This is an optimization exercise on Yosys and OpenROAD, whose aim is small area, a short achievable clock period and few clock cycles, not a production implementation. The RTL was checked by simulation tests, not by an equivalence proof against the original design. Power and IR drop assume default switching activity.

==> design.v <==
`timescale 1ns/10ps
module pjv_madd (
    input  wire [15:0] a,
    input  wire [15:0] b,
    input  wire        cin,
    input  wire [15:0] m,
    output wire [15:0] y,
    output wire        w
);
    wire [16:0] s = {1'b0, a} + {1'b0, b} + {16'd0, cin};
    wire [17:0] t = {1'b0, s} - {2'b00, m};
    assign w = ~t[17];
    assign y = w ? t[15:0] : s[15:0];
endmodule
`timescale 1ns/10ps
module pjv_engine (
    input  wire        clk,
    input  wire        rst,
    input  wire        reg_we,
    input  wire [3:0]  reg_addr,
    input  wire [31:0] reg_wdata,
    output reg  [31:0] reg_rdata,
    input  wire        kbuf_wr,       
    output wire        busy,
    output reg         kmem_re,
    output reg  [16:0] kmem_addr,
    input  wire [7:0]  kmem_rdata,
    output reg         dmem_re,
    output wire [11:0] dmem_raddr,
    input  wire [7:0]  dmem_rdata,
    output wire        dmem_we,
    output wire [11:0] dmem_waddr,
    output wire [7:0]  dmem_wdata
);
    localparam [3:0] R_CMD = 4'd0, R_STATUS = 4'd1, R_ERRCODE = 4'd2,
                     R_ERRSUB = 4'd3, R_ERREXP = 4'd4, R_ERRACT = 4'd5,
                     R_KBUF_LEN = 4'd6, R_DLEN = 4'd7, R_KLEN = 4'd8,
                     R_JFREQ = 4'd9, R_JLEN = 4'd10;
    localparam [3:0] SUB_HEADER = 4'd1, SUB_FINALIZER = 4'd2, SUB_LENGTH = 4'd3,
                     SUB_TRUNCATED = 4'd4, SUB_KEYLEN = 4'd5, SUB_NOKEY = 4'd6,
                     SUB_BADCMD = 4'd7, SUB_DLEN = 4'd8;
    localparam [3:0] S_IDLE = 4'd0,
                     S_KD0  = 4'd1,   
                     S_KD1  = 4'd2,   
                     S_KD2  = 4'd3,   
                     S_KD3  = 4'd4,   
                     S_KD4  = 4'd5,   
                     S_KD5  = 4'd6,   
                     S_KD6  = 4'd7,   
                     S_KD7  = 4'd8,   
                     S_KD8  = 4'd9,   
                     S_JD   = 4'd10,  
                     S_JI   = 4'd11,  
                     S_JS   = 4'd12,  
                     S_RUN  = 4'd13,  
                     S_LAST = 4'd14;  
    reg [3:0] state;
    reg        kvalid, ok;
    reg [3:0]  errsub;
    reg [31:0] erract, kbuf_len, dlen;
    reg [15:0] klen;
    reg [7:0]  jfreq;
    reg [23:0] jlen;
    reg [15:0] jdm;
    reg        dir;         
    reg [8:0]  jint;        
    reg [15:0] pos;         
    reg [8:0]  cnt;         
    reg        jmp;         
    reg        pol;         
    reg [11:0] idx;         
    reg [3:0]  pass;        
    reg        v1;          
    reg        sub1;        
    reg [11:0] widx;        
    reg [4:0]  bitn;        
    reg        ph;          
    reg        qb;          
    assign busy = (state != S_IDLE);
    wire       err     = (errsub != 4'd0);
    wire [1:0] errcode = (errsub == SUB_BADCMD || errsub == SUB_DLEN) ? 2'd1 :
                         err ? 2'd2 : 2'd0;
    reg [16:0] errexp;
    always @(*) begin
        case (errsub)
            SUB_TRUNCATED: errexp = 17'd8;
            SUB_HEADER:    errexp = 17'hFF;
            SUB_LENGTH:    errexp = {1'b0, klen} + 17'd8;
            SUB_KEYLEN:    errexp = 17'd4;
            SUB_DLEN:      errexp = 17'd4096;
            default:       errexp = 17'd0;
        endcase
    end
    always @(*) begin
        case (reg_addr)
            R_STATUS:   reg_rdata = {29'd0, err, ok, kvalid};
            R_ERRCODE:  reg_rdata = {30'd0, errcode};
            R_ERRSUB:   reg_rdata = {28'd0, errsub};
            R_ERREXP:   reg_rdata = {15'd0, errexp};
            R_ERRACT:   reg_rdata = erract;
            R_KBUF_LEN: reg_rdata = kbuf_len;
            R_DLEN:     reg_rdata = dlen;
            R_KLEN:     reg_rdata = kvalid ? {16'd0, klen} : 32'd0;
            R_JFREQ:    reg_rdata = kvalid ? {24'd0, jfreq} : 32'd0;
            R_JLEN:     reg_rdata = kvalid ? {8'd0, jlen} : 32'd0;
            default:    reg_rdata = 32'd0;
        endcase
    end
    wire        jd  = (state == S_JD);
    wire [15:0] ma_a   = (jd && ph) ? jdm : pos;
    wire [15:0] ma_b   = jd ? (ph ? jdm : pos) : (jmp ? jdm : 16'd0);
    wire        ma_cin = jd ? (ph ? qb : jlen[bitn]) : 1'b1;
    wire [15:0] ma_y;
    wire        ma_w;
    pjv_madd u_madd (
        .a   (ma_a),
        .b   (ma_b),
        .cin (ma_cin),
        .m   (klen),
        .y   (ma_y),
        .w   (ma_w)
    );
    wire        ji_bit = dlen[4 + bitn[3:0]];
    wire [9:0]  ji_t   = {1'b0, cnt[7:0], 1'b0} + (ji_bit ? {2'd0, jfreq} : 10'd0);
    wire [9:0]  ji_t1  = ji_t - 10'd255;
    wire [9:0]  ji_t2  = ji_t - 10'd510;
    wire        n1       = (dlen[11:0] == 12'd1);       
    wire        issue    = !(n1 && v1);
    wire        last_idx = (idx == dlen[11:0] - 12'd1);
    wire        last_step = last_idx && (pass == 4'd9);
    wire [7:0]  kx = sub1 ? ~kmem_rdata : kmem_rdata;
    assign dmem_wdata = dmem_rdata + kx + {7'd0, sub1};
    assign dmem_we    = v1;
    assign dmem_waddr = widx;
    assign dmem_raddr = idx;
    wire [15:0] kl       = {klen[15:8], kmem_rdata};
    wire [31:0] kl_plus8 = {16'd0, kl} + 32'd8;
    always @(*) begin
        kmem_re   = 1'b0;
        kmem_addr = {1'b0, pos} + 17'd7;
        dmem_re   = 1'b0;
        case (state)
            S_KD0: begin kmem_re = 1'b1; kmem_addr = 17'd0; end
            S_KD1: begin kmem_re = 1'b1; kmem_addr = 17'd1; end
            S_KD2: begin kmem_re = 1'b1; kmem_addr = 17'd2; end
            S_KD3: begin kmem_re = 1'b1; kmem_addr = {1'b0, kl} + 17'd7; end
            S_KD4: begin kmem_re = 1'b1; kmem_addr = 17'd3; end
            S_KD5: begin kmem_re = 1'b1; kmem_addr = 17'd4; end
            S_KD6: begin kmem_re = 1'b1; kmem_addr = 17'd5; end
            S_KD7: begin kmem_re = 1'b1; kmem_addr = 17'd6; end
            S_RUN: begin kmem_re = issue; dmem_re = issue; end
            default: ;
        endcase
    end
    task automatic finish_ok;
        begin
            ok     <= 1'b1;
            errsub <= 4'd0;
            erract <= 32'd0;
            state  <= S_IDLE;
        end
    endtask
    task automatic finish_err(input [3:0] sub, input [31:0] act_v);
        begin
            ok     <= 1'b0;
            errsub <= sub;
            erract <= act_v;
            state  <= S_IDLE;
        end
    endtask
    always @(posedge clk) begin
        if (rst) begin
            state    <= S_IDLE;
            kvalid   <= 1'b0;
            ok       <= 1'b0;
            errsub   <= 4'd0;
            erract   <= 32'd0;
            kbuf_len <= 32'd0;
            dlen     <= 32'd0;
            v1       <= 1'b0;
        end else begin
            v1 <= 1'b0;
            case (state)
                S_IDLE: begin
                    if (kbuf_wr)
                        kvalid <= 1'b0;
                    if (reg_we) begin
                        case (reg_addr)
                            R_KBUF_LEN: begin
                                kbuf_len <= reg_wdata;
                                kvalid   <= 1'b0;
                            end
                            R_DLEN: dlen <= reg_wdata;
                            R_CMD: begin
                                if (reg_wdata == 32'd1) begin
                                    kvalid <= 1'b0;
                                    if (kbuf_len < 32'd8)
                                        finish_err(SUB_TRUNCATED, kbuf_len);
                                    else
                                        state <= S_KD0;
                                end else if (reg_wdata == 32'd2 || reg_wdata == 32'd3) begin
                                    dir <= reg_wdata[0];
                                    if (!kvalid)
                                        finish_err(SUB_NOKEY, 32'd0);
                                    else if (dlen > 32'd4096)
                                        finish_err(SUB_DLEN, dlen);
                                    else begin
                                        jint  <= 9'd0;
                                        cnt   <= 9'd0;
                                        bitn  <= 5'd8;
                                        state <= S_JI;
                                    end
                                end else begin
                                    finish_err(SUB_BADCMD, reg_wdata);
                                end
                            end
                            default: ;
                        endcase
                    end
                end
                S_KD0: state <= S_KD1;
                S_KD1: begin
                    if (kmem_rdata != 8'hFF)
                        finish_err(SUB_HEADER, {24'd0, kmem_rdata});
                    else
                        state <= S_KD2;
                end
                S_KD2: begin
                    klen[15:8] <= kmem_rdata;
                    state      <= S_KD3;
                end
                S_KD3: begin
                    klen[7:0] <= kmem_rdata;
                    if (kbuf_len != kl_plus8)
                        finish_err(SUB_LENGTH, kbuf_len);
                    else if (kl < 16'd4)
                        finish_err(SUB_KEYLEN, {16'd0, kl});
                    else
                        state <= S_KD4;
                end
                S_KD4: begin
                    if (kmem_rdata != 8'h00)
                        finish_err(SUB_FINALIZER, {24'd0, kmem_rdata});
                    else
                        state <= S_KD5;
                end
                S_KD5: begin
                    jfreq <= kmem_rdata;
                    state <= S_KD6;
                end
                S_KD6: begin
                    jlen[23:16] <= kmem_rdata;
                    state       <= S_KD7;
                end
                S_KD7: begin
                    jlen[15:8] <= kmem_rdata;
                    state      <= S_KD8;
                end
                S_KD8: begin
                    jlen[7:0] <= kmem_rdata;
                    pos   <= 16'd0;
                    jdm   <= 16'd0;
                    ph    <= 1'b0;
                    bitn  <= 5'd23;
                    state <= S_JD;
                end
                S_JD: begin
                    ph <= ~ph;
                    if (!ph) begin
                        pos <= ma_y;
                        qb  <= ma_w;
                    end else begin
                        jdm  <= ma_y;
                        bitn <= bitn - 5'd1;
                        if (bitn == 5'd0) begin
                            kvalid <= 1'b1;
                            finish_ok();
                        end
                    end
                end
                S_JI: begin
                    if (!ji_t2[9]) begin
                        jint <= {jint[7:0], 1'b0} + 9'd2;
                        cnt  <= {1'b0, ji_t2[7:0]};
                    end else if (!ji_t1[9]) begin
                        jint <= {jint[7:0], 1'b1};
                        cnt  <= {1'b0, ji_t1[7:0]};
                    end else begin
                        jint <= {jint[7:0], 1'b0};
                        cnt  <= {1'b0, ji_t[7:0]};
                    end
                    bitn <= bitn - 5'd1;
                    if (bitn == 5'd0)
                        state <= S_JS;
                end
                S_JS: begin
                    if (jint < 9'd2) begin
                        jint <= 9'd2;
                        cnt  <= 9'd2;
                    end else begin
                        cnt  <= jint;
                    end
                    jmp  <= 1'b0;
                    pos  <= 16'd0;
                    pol  <= 1'b0;
                    idx  <= 12'd0;
                    pass <= 4'd0;
                    if (dlen[12:0] == 13'd0)
                        finish_ok();
                    else
                        state <= S_RUN;
                end
                S_RUN: begin
                    if (issue) begin
                        v1   <= 1'b1;
                        sub1 <= (dir != pol);
                        widx <= idx;
                        pos  <= ma_y;
                        if (jmp) begin
                            cnt <= jint;
                            pol <= ~pol;
                        end else begin
                            cnt <= cnt - 9'd1;
                        end
                        jmp <= !jmp && (cnt == 9'd2);
                        if (last_idx) begin
                            idx  <= 12'd0;
                            pass <= pass + 4'd1;
                        end else begin
                            idx <= idx + 12'd1;
                        end
                        if (last_step)
                            state <= S_LAST;
                    end
                end
                S_LAST: finish_ok();
                default: state <= S_IDLE;
            endcase
        end
    end
endmodule
==> run.sh <==
#!/bin/bash
# synth_recipe.tcl (not shown) runs the flow's synth.tcl, then flattens the netlist and writes it again
# the make line also repeats each setting of config.mk as NAME=value (left out here)
make -C /OpenROAD-flow-scripts/flow DESIGN_CONFIG=/design/flow/config.mk WORK_HOME=/design/flow/orfs CLKGATE_MAP_FILE= SYNTH_SCRIPT=/design/flow/synth_recipe.tcl finish
==> config.mk <==
export PLATFORM = sky130hd
export DESIGN_NAME = pjv_engine
export DESIGN_NICKNAME = pjv_engine
export VERILOG_FILES = /design/flow/design.v
export SDC_FILE = /design/flow/constraint.sdc
export NUM_CORES = 4
export LEC_CHECK = 0
export ABC_CLOCK_PERIOD_IN_PS = 4500
export CAP_MARGIN = 20
export CORE_MARGIN = 2
export CORE_UTILIZATION = 40
export SETUP_SLACK_MARGIN = 3.0
export SLEW_MARGIN = 20
==> constraint.sdc <==
create_clock -name core_clock -period 8.0 [get_ports {clk}]
set_input_delay 1.6000 -clock core_clock [delete_from_list [all_inputs] [get_ports {clk}]]
set_output_delay 1.6000 -clock core_clock [all_outputs]
set_load 0.01 [all_outputs]
==> run notes, run 1 <==
status timing/DRC/antenna clean; Die Wd ~210 um; worst reg2reg endpoint pos[12]; Skew-Pair Late Insertion Delay around 0.58 ns; Seq cells post-synth between 200 and 250; PnR worst setup slack approximately 2.3 ns; I/O pins about 140; mux cell area share after synthesis ~7%; DRT Pass-1 Iters 6; part of the cycle the worst path needs a little under three quarters; Synth Area in Simple Gates between 10% and 20%; initial core utilization between 40% and 50%; setup TNS 0 ns; dpl ws 1.53 ns; Switch Pwr between 0.8 and 0.9 mW; via count ~17k; final WL approximately 63,000 um; Mapped Cells about 2.0k; crit-path cells buf_12 -> nand2b_4 -> or2_4 -> buf_12 -> or2_4 -> inv_8 -> nand2_1 -> a21o_1 -> fa_2 -> fa_2 -> nor2b_2 -> o31a_1 -> o31ai_4 -> or3_4 -> a21oi_4 -> xor2_2 -> ha_4 -> a21o_1 -> or3_4 -> o211ai_1 -> buf_4 -> buf_8 -> a221o_1 -> a21oi_1; combinational power share about 14%; Longest Clk Path Bufs 3; Leakage Power ~8 nW; clk sinks between 200 and 250; Final setup violation count 0; Synth cell types 95; slew margin rel. 32.1%; element type at the critical path start flip-flop; worst hold path class reg2reg; Core Region around 0.043 sq mm; Max Fclk roughly 0.18 GHz; CP required 8.33 ns; CTS Hold Bufs 0; CTS Buf Count 29; Post-synth EDFFs approximately 140; synthesized area roughly 0.017 sq mm; Post-DRT Antenna Nets 0; Fin. Hold Viols 0; worst-margin pin slew 1.02 ns; Async SR Flop Fraction 0%; antenna violations before repair 2; Pint about 2.4 mW; Top Family by Delay on Critical Path simple AND/OR/NAND/NOR gates; Cell Area, Placed about 0.019 sq mm; share of power burned in registers a little over two fifths; reg2reg start state[0]; full die area 0.0448 sq mm; GPL Wtd Cong 0.903; synth-to-layout area growth 26.2%; Synth Area per Inst roughly 8.6 sq um; fin area approximately 0.022 sq mm; Post-Synth Adder-Cell Area under 10%; Nets between 2k and 2.5k; reg2reg setup slack between 2 and 2.5 ns; largest stage delay on the critical path ~0.42 ns; area occupied by multi-input gates approximately 0.011 sq mm; largest net degree at the start of global routing 80; Total Power 3.28 mW; Slew Limit Fails 0; CP bufs+invs 5; ys flop type edfxtp_1; Total GRT Usage between 20 and 30%; global route hottest layer met2; clock root buffer clkbuf_16; slowest stage cell, crit path fa_2; post-synthesis sequential area ratio a little over a third; Compound-Gate Fraction of Synth Area 21.0%; Net Sw Frac a little over a quarter; fin util 50.9%; Setup CP Type reg2reg; FF/Latch Area between 0.006 and 0.007 sq mm; vias in the first global route around 16k; Critical Path Start state[0]; Synth Warn # 1; Vias/cell between 6 and 7; Synth Area in XOR/XNOR between 6 and 7%; WL/cell ~23 um; DP HPWL 43,200 um; Worst Path Arrival 6.01 ns; DRT iter0 DRCs roughly 1.8k; Final Non-Filler Cells 2,752; clock skew between 0.015 and 0.02 ns; Die Span Y 212 um; Reg clk slew, reported paths 0.06 ns; routing usage on met1 between 30% and 40%; # rows 76; total gr overflow 0; PwrDens approximately 150 mW/mm^2; clock power share between 40% and 50%; Max Cap Violations 0; Worst Path Max Fanout 32; Peak VDD IR around 140 uV; Residual DRC 0; Clock H-tree levels 1; syn_nets about 2.1k; first-pass GRT wire length 95,400 um; largest family of logic cells by synthesized area compound AO/OA/AOI/OAI gates; placed insts 2,604; Crit. End Element flip-flop; ratio of cells with drive above 1 in the final layout between 15 and 20%; WHS 0.489 ns; Crit. path cell count 24; CTS tree yes; PortBufs 140; Setup crit end pos[12]; fillcell total approximately 4.0k; post-layout min period 5.68 ns; RSZ-0062 raised after global routing yes; met2 Usage GRT between 40% and 50%; Reg2Reg Depth 24; met3 Use GR 4.73%
## power groups by stage
stage               logic, mW  registers (mW)  clock network (mW)
finish                  0.459            1.40                1.43
global route            0.491            1.40                1.48
CTS                     0.441            1.39                1.43
global placement        0.402            1.42                   0
detailed placement      0.408            1.42                   0
floorplan               0.257            1.40                   0
## worst min path at each step
stage | start | to | slack, ns | depth (start not counted)
CTS | dlen[24] | dlen[24] | 0.49 | 2
detailed placement | dlen[24] | dlen[24] | 0.48 | 2
floorplan | dlen[27] | dlen[27] | 0.46 | 2
global placement | dlen[21] | dlen[21] | 0.47 | 2
finish | dlen[24] | dlen[24] | 0.49 | 2
global route | kbuf_len[26] | kbuf_len[26] | 0.51 | 2
## worst min-delay path, stage by stage, from the launching register on
cell,delay (ns)
dfxtp_1,0.33
nand2_1,0.06
a21oi_1,0.05
## logic make-up (layout without fill, tap and decap cells)
group                    count (synthesis)  count (layout)
other                                    0               2
XOR/XNOR                               122             122
multiplexers                           100             100
AND/OR/NAND/NOR                        723             725
AO/OA/AOI/OAI                          575             575
buffers and inverters                  182             373
adder cells (fa/ha/maj)                 65              65
flip-flops                             244             244
## routing by layer
metal / part of all wire, % / up-vias
li1: - / 7754
met1: 42 / 8145
met2: 45 / 779
met3: 7.9 / 171
met4: 4.6 / 0
met5: 0 / -
## Yosys cell counts, drive strengths merged, types with 14 or more instances
cell type / n / area, sq um
edfxtp: 137 / 4110
nand3: 77 / 398
a21oi: 230 / 1150
nor2: 167 / 627
nor4: 29 / 209
mux2: 45 / 507
a222oi: 16 / 160
xor2: 55 / 482
nor2b: 16 / 100
and3: 17 / 106
mux2i: 43 / 430
a211o: 14 / 123
a22oi: 30 / 225
inv: 47 / 176
o21ai: 127 / 647
nand2: 269 / 1010
a211oi: 16 / 120
ha: 59 / 738
xnor2: 67 / 587
nand4: 17 / 106
buf: 50 / 309
a221oi: 16 / 140
and2: 19 / 119
nand2b: 16 / 100
nor3: 50 / 255
clkbuf: 83 / 322
dfxtp: 107 / 2140
## state kept, by name, indices dropped and copies added (netlist names), 8 cells and up
| signal | flops |
|---|---|
| dlen | 32 |
| erract | 32 |
| kbuf_len | 32 |
| jlen | 24 |
| jdm | 16 |
| klen | 16 |
| pos | 16 |
| idx | 12 |
| widx | 12 |
| cnt | 9 |
| jint | 9 |
| jfreq | 8 |
## timing repair
item | CTS | global route
buffers inserted | 60 | 26
cloned | 5 | 1
pin swaps | 50 | 37
hold endpoints to repair | 0 | 0
setup endpoints to repair | 114 | 86
gates resized for setup | 237 | 81
## final cells by class
type,instances,area share (%)
sequential,244,28.8
timing repair buffer,270,12.3
tap,546,3.14
clock buffer,39,3.80
inverter,49,0.880
multi-input combinational,1587,50.2
antenna,2,0.0230
clock inverter,15,0.903
## placed cells by master (no fill, tap or decap), types with 46 or more instances in the layout
cell type and instances:
nand2_1 263, a21oi_1 214, nor2_1 151, edfxtp_1 137, dfxtp_1 106, buf_4 103, o21ai_0 97, clkdlybuf4s50_1 89
nand3_1 72, xnor2_1 65, ha_1 55, xor2_1 49, inv_1 46
Testbench counts, summed over its fixed seeds: cycles 301,310.
==> run 2: changes to the inputs <==
--- a/config.mk
+++ b/config.mk
@@ -5,7 +5,6 @@
 export SDC_FILE = /design/flow/constraint.sdc
 export NUM_CORES = 4
 export LEC_CHECK = 0
-export ABC_CLOCK_PERIOD_IN_PS = 4500
 export CAP_MARGIN = 20
 export CORE_MARGIN = 2
 export CORE_UTILIZATION = 40
==> run notes, run 2 <==
Synth Area per Inst ~8.6 sq um; synth-to-layout area growth 26.2%; ratio of cells with drive above 1 in the final layout between 10% and 20%; share of power burned in registers a little over two fifths; Seq cells post-synth 244; Core Region roughly 0.043 sq mm; post-layout min period ~5.7 ns; first-pass GRT wire length 95,400 um; Crit. End Element flip-flop; mux cell area share after synthesis roughly 7%; ys flop type edfxtp_1; # rows 76; Residual DRC 0; full die area approximately 0.045 sq mm; initial core utilization roughly 40%; CTS Buf Count 29; Total GRT Usage 27.4%; Final Non-Filler Cells about 2.8k; setup TNS 0 ns; Net Sw Frac a little over a quarter; combinational power share approximately 14%; Slew Limit Fails 0; Synth area leaders edfxtp_1, dfxtp_1, a21oi_1; DRT met1 WL approximately 26,000 um; element type at the critical path start flip-flop; Worst Path Max Fanout 32; clk sinks 244; Fin. Hold Viols 0; Reg clk slew, reported paths roughly 0.06 ns; WL met3 4960 um; uppermost routed layer met4; DRT Pass-1 Iters 6; PortBufs 140; worst-margin pin slew 1.02 ns; total gr overflow 0; final WL 62,600 um; antenna violations before repair 2; Synth top area share 23.9%; Pint about 2.4 mW; Async SR Flop Fraction 0%; post-synthesis sequential area ratio a little over a third; Synth Area in Simple Gates 19.9%; Routed met2 length between 20,000 and 30,000 um; Post-Synth Adder-Cell Area 4.92%; Synth Area in XOR/XNOR under 10%; Largest regs dlen (32), erract (32), kbuf_len (32); Worst Path Arrival about 6.0 ns; largest family of logic cells by synthesized area compound AO/OA/AOI/OAI gates; CTS tree yes; Final setup violation count 0; Yosys top cell by area edfxtp_1; Post-synth EDFFs around 140; Post-DRT Antenna Nets 0; Clock H-tree levels 1; clock root buffer clkbuf_16; Longest Clk Path Bufs 3; Max Cap Violations 0; Mapped Cells ~2.0k; Synth cell types 95; Skew-Pair Late Insertion Delay approximately 0.58 ns; Peak VDD IR ~140 uV; synthesized area around 0.017 sq mm; Switch Pwr ~0.87 mW; CP required around 8.3 ns; largest net degree at the start of global routing 80; slew margin rel. approximately 32%; Die Span Y roughly 210 um; Reg2Reg Depth 24; I/O pins around 140; Total Power between 3 and 4 mW; WHS just under 0.5 ns; PnR worst setup slack roughly 2.3 ns; DRT iter0 DRCs 1,765; via count 16.8k; top-count cell post-synth nand2_1; fin area between 0.02 and 0.025 sq mm; clock skew roughly 0.016 ns; CTS Hold Bufs 0; clock power share between 40% and 50%; Synth Warn # 1; RSZ-0062 raised after global routing yes; Vias/cell a little over 6; status timing/DRC/antenna clean; worst hold path class reg2reg; part of the cycle the worst path needs a little under three quarters; Nets between 2k and 2.5k; hold path depth 2; Max Fclk between 0.15 and 0.2 GHz; PwrDens 151 mW/mm^2; most frequent cells after synthesis nand2_1, a21oi_1, nor2_1; commonest non-fill, non-tap cell in the layout nand2_1; fin util approximately half; syn_nets ~2.1k; dpl ws approximately 1.5 ns; Cell Area, Placed between 0.015 and 0.02 sq mm; Compound-Gate Fraction of Synth Area 21.0%; Setup CP Type reg2reg; placed insts roughly 2.6k; Die Wd between 200 and 250 um; Leakage Power 8.08 nW; GPL Wtd Cong 0.903; most frequent cells in the layout nand2_1, a21oi_1, nor2_1; DP HPWL between 40,000 and 50,000 um; WL/cell approximately 23 um; vias in the first global route about 16k
run 2: metal layers:
layer,vias to the layer above,global-route usage (%)
li1,7754,-
met1,8145,36.6
met2,779,43.9
met3,171,4.73
met4,0,11.4
met5,-,0
run 2: cell families after synthesis:
group / Yosys count
XOR/XNOR: 122
multiplexers: 100
adder cells (fa/ha/maj): 65
AND/OR/NAND/NOR: 723
buffers and inverters: 182
flip-flops: 244
AO/OA/AOI/OAI: 575
run 2: final timing paths:
kind,from,endpoint,slack (ns)
setup reg to reg,state[0],pos[12],2.32
setup / recovery,state[0],pos[12],2.32
hold / removal,dlen[24],dlen[24],0.49
hold reg to reg,dlen[24],dlen[24],0.49
run 2: final cells by class:
cell class	instances	area, sq um
Antenna cell	2	5.00
Clock buffer	39	826
Clock inverter	15	196
Fill cell	3979	21000
Inverter	49	191
Multi-Input combinational cell	1587	10900
Sequential cell	244	6260
Tap cell	546	683
Timing Repair Buffer	270	2680
run 2: timing repair:
item	4_1_cts	5_1_grt
endpoints found under the setup margin	114	86
gates cloned	5	1
pin swaps	50	37
buffers inserted	60	26
gates resized for setup	237	81
run 2: power groups by stage:
stage | clock network (mW) | registers, mW | logic [mW]
6_report | 1.43 | 1.40 | 0.459
5_1_grt | 1.48 | 1.40 | 0.491
4_1_cts | 1.43 | 1.39 | 0.441
3_5_place_dp | 0 | 1.42 | 0.408
3_3_place_gp | 0 | 1.42 | 0.402
2_1_floorplan | 0 | 1.40 | 0.257
run 2: critical path: stages, from the launching register on:
cell and delay, ns:
dfxtp_1 0.32, buf_12 0.16, nand2b_4 0.18, or2_4 0.27, buf_12 0.16, or2_4 0.28
inv_8 0.07, nand2_1 0.05, a21o_1 0.19, fa_2 0.42, fa_2 0.37, nor2b_2 0.13
o31a_1 0.24, o31ai_4 0.09, or3_4 0.38, a21oi_4 0.23, xor2_2 0.24, ha_4 0.25
a21o_1 0.20, or3_4 0.35, o211ai_1 0.25, buf_4 0.19, buf_8 0.14, a221o_1 0.17
a21oi_1 0.07
==> run 3: changes to the inputs <==
--- a/config.mk
+++ b/config.mk
@@ -8,5 +8,4 @@
 export CAP_MARGIN = 20
 export CORE_MARGIN = 2
 export CORE_UTILIZATION = 40
-export SETUP_SLACK_MARGIN = 3.0
 export SLEW_MARGIN = 20
==> run notes, run 3 <==
GPL Wtd Cong ~0.9; Post-DRT Antenna Nets 0; WL/cell about 23 um; Synth area leaders edfxtp_1, dfxtp_1, a21oi_1; synthesized area between 0.015 and 0.02 sq mm; worst reg2reg endpoint jdm[0]; fin area around 0.020 sq mm; DP HPWL 43,800 um; Crit. End Element flip-flop; antenna violations before repair 1; Net Sw Frac between 20% and 30%; via count between 15k and 20k; Longest Clk Path Bufs 3; share of power burned in registers 45.0%; CTS Buf Count 29; element type at the critical path start flip-flop; DRT Pass-1 Iters 7; I/O pins between 100 and 150; Vias/cell 6.13; Yosys top cell by area edfxtp_1; worst-margin pin slew between 1 and 1.5 ns; PwrDens ~160 mW/mm^2; Leakage Power between 7 and 8 nW; Synth cell types 95; Seq cells post-synth around 240; Post-synth EDFFs approximately 140; Max Fclk between 0.1 and 0.15 GHz; part of the cycle the worst path needs ~90%; Critical Path Start state[2]; Cell Area, Placed 0.0190 sq mm; Mapped Cells between 2k and 2.5k; DRT iter0 DRCs around 1.6k; total gr overflow 0; Setup crit end jdm[0]; post-CTS sizing 0; reg2reg start state[2]; CP required between 8 and 9 ns; fillcell total 4,165; Worst Path Arrival between 7 and 8 ns; Largest regs dlen (32), erract (32), kbuf_len (32); initial core utilization around two fifths; Skew-Pair Late Insertion Delay 0.58 ns; first-pass GRT wire length slightly above 90,000 um; full die area between 0.04 and 0.05 sq mm; largest net degree at the start of global routing 74; syn_nets about 2.1k; clk sinks 244; slew margin rel. between 20% and 30%; Fin. Hold Viols 0; status timing/DRC/antenna clean; combinational power share 13.4%; Reg2Reg Depth 20; fin util 46.6%; clock skew 0.0239 ns; Nets between 2k and 2.5k; vias in the first global route 15.5k; Peak VDD IR 178 uV; Die Span Y between 200 and 250 um; Setup CP Type reg2reg; hold path depth 2; post-synthesis sequential area ratio about 36%; setup TNS 0 ns; most frequent cells after synthesis nand2_1, a21oi_1, nor2_1; Synth top area share 23.9%; clock root buffer clkbuf_16; post-layout min period approximately 7.1 ns; top-count cell post-synth nand2_1; WHS 0.490 ns; Total GRT Usage between 20% and 30%; PortBufs 140; # rows between 70 and 80; Slew Limit Fails 0; Max Cap Violations 0; Core Region 0.0428 sq mm; CTS Hold Bufs 0; Synth Warn # 1; synth-to-layout area growth 15.7%; RSZ-0062 raised after global routing no; Final setup violation count 0; reg2reg setup slack 0.86 ns; Worst Path Max Fanout 20; most frequent cells in the layout nand2_1, a21oi_1, nor2_1; Pint 2.26 mW; Async SR Flop Fraction 0%; Synth Area per Inst around 8.6 sq um; ratio of cells with drive above 1 in the final layout around 8.6%; final WL just over 60,000 um; CTS tree yes; Switch Pwr about 0.85 mW; worst hold path class reg2reg; Die Wd about 210 um; clock power share 41.6%; Reg clk slew, reported paths roughly 0.060 ns; Residual DRC 0; commonest non-fill, non-tap cell in the layout nand2_1; post-CTS setup buffers 0; ys flop type edfxtp_1; Clock H-tree levels 1
==> run 3: changes by cell type in the layout (fill, tap and decap cells not counted), sizes merged, moves of 2 or more <==
cell           previous run  this run
bufbuf                    2         0
dlygate4sd2              16         0
clkdlybuf4s15             3         0
dlymetal6s2s             13         0
buf                     142        43
clkinv                    9        17
inv                      50        48
clkbuf                   44        36
clkdlybuf4s50            89       137
bufinv                    4         1
==> run 3: layout make-up <==
type / count / area [sq um] / share of cell area (%)
multi-input cells: 1585 / 10200 / 51.3
flip-flops and latches: 244 / 6260 / 31.4
repair buffers: 180 / 1690 / 8.49
clock buffers: 36 / 792 / 3.97
well taps: 546 / 683 / 3.43
inverters: 49 / 184 / 0.922
clock inverters: 17 / 110 / 0.552
diodes: 1 / 2.50 / 0.0125
==> run 3: per-layer routing <==
metal,part of all wire [%],GRT usage (%),vias to the layer above
met4,2.9,8.18,0
met3,6.9,3.66,113
li1,-,-,7562
met2,47,44.2,683
met5,0,0,-
met1,43,36.0,7924
==> run 3: how the worst min path moves through the flow <==
stage	start	end	slack (ns)
after floorplan	dlen[27]	dlen[27]	0.46
after global placement	dlen[23]	dlen[23]	0.47
after detailed placement	dlen[22]	dlen[22]	0.48
after CTS	dlen[22]	dlen[22]	0.49
after global routing	kbuf_len[26]	kbuf_len[26]	0.52
final	dlen[22]	dlen[22]	0.49
==> run 3: kinds of logic (layout without fill, tap and decap cells) <==
| family | count (synthesis) | in the layout | share of synthesized area, % |
|---|---|---|---|
| buffers and inverters | 182 | 282 | 4.72 |
| AO/OA/AOI/OAI | 575 | 575 | 21.0 |
| other | 0 | 1 | 0 |
| multiplexers | 100 | 100 | 7.00 |
| XOR/XNOR | 122 | 122 | 6.20 |
| AND/OR/NAND/NOR | 723 | 723 | 19.9 |
| flip-flops | 244 | 244 | 36.3 |
| adder cells (fa/ha/maj) | 65 | 65 | 4.92 |
==> run 3: stage by stage <==
stage	total power [mW]	worst slack, ns	cells
6_report	3.10	0.855	2658
4_1_cts	3.11	0.929	2656
5_1_grt	3.21	0.513	2657
3_5_place_dp	1.83	0.957	2603
3_3_place_gp	1.82	1.13	2602
2_1_floorplan	1.66	2.31	2011
==> run 3: worst max-delay path, stage by stage, from the launching register on <==
cell and delay, ns:
dfxtp_1 0.52, nand2b_1 0.42, or2_1 0.30, or2_2 0.48
inv_2 0.36, nand2_1 0.09, a21o_1 0.18, fa_1 0.48
fa_1 0.42, nor2b_1 0.17, o31a_1 0.19, o31ai_1 0.15
or3_1 0.43, a21oi_1 0.26, xor2_1 0.27, ha_1 0.33
a21o_1 0.22, or3_1 0.35, o211ai_1 0.76, a21boi_0 0.30
a211oi_1 0.27
==> run 3: power by group through the flow <==
stage / Combinational, mW / Sequential [mW] / Clock, mW
final: 0.416 / 1.40 / 1.29
after global routing: 0.449 / 1.40 / 1.36
after CTS: 0.409 / 1.39 / 1.31
after detailed placement: 0.407 / 1.42 / 0
after global placement: 0.403 / 1.42 / 0
after floorplan: 0.256 / 1.40 / 0

static timing again, ports no longer ideal:
Ports are ideal in the flow. The routed layouts listed here were re-timed in OpenROAD. Step 1 assumes that a clkbuf_16 drives the clock port and a buf_2 every other input. Step 2, shift: input delay + t, output delay - t, t = (earliest + latest rising clock arrival at the registers) / 2. This alone moves slack from input paths to output paths. Three values: ideal, step 1, step 2; two values: the first two.
run | t (ns) | slack for setup (ns) | worst register clock-pin slew, ns | worst slew at a driven data input, ns | cell pins on the clock port's net
run 1 | 0.627 | 2.325 / 2.325 / 2.325 | 0.06 / 0.06 | 0.10 | 1
run 2 | 0.627 | 2.325 / 2.325 / 2.325 | 0.06 / 0.06 | 0.10 | 1
run 3 | 0.625 | 0.855 / 0.855 / 0.855 | 0.06 / 0.06 | 0.05 | 1
After both steps every run listed still meets setup and hold.
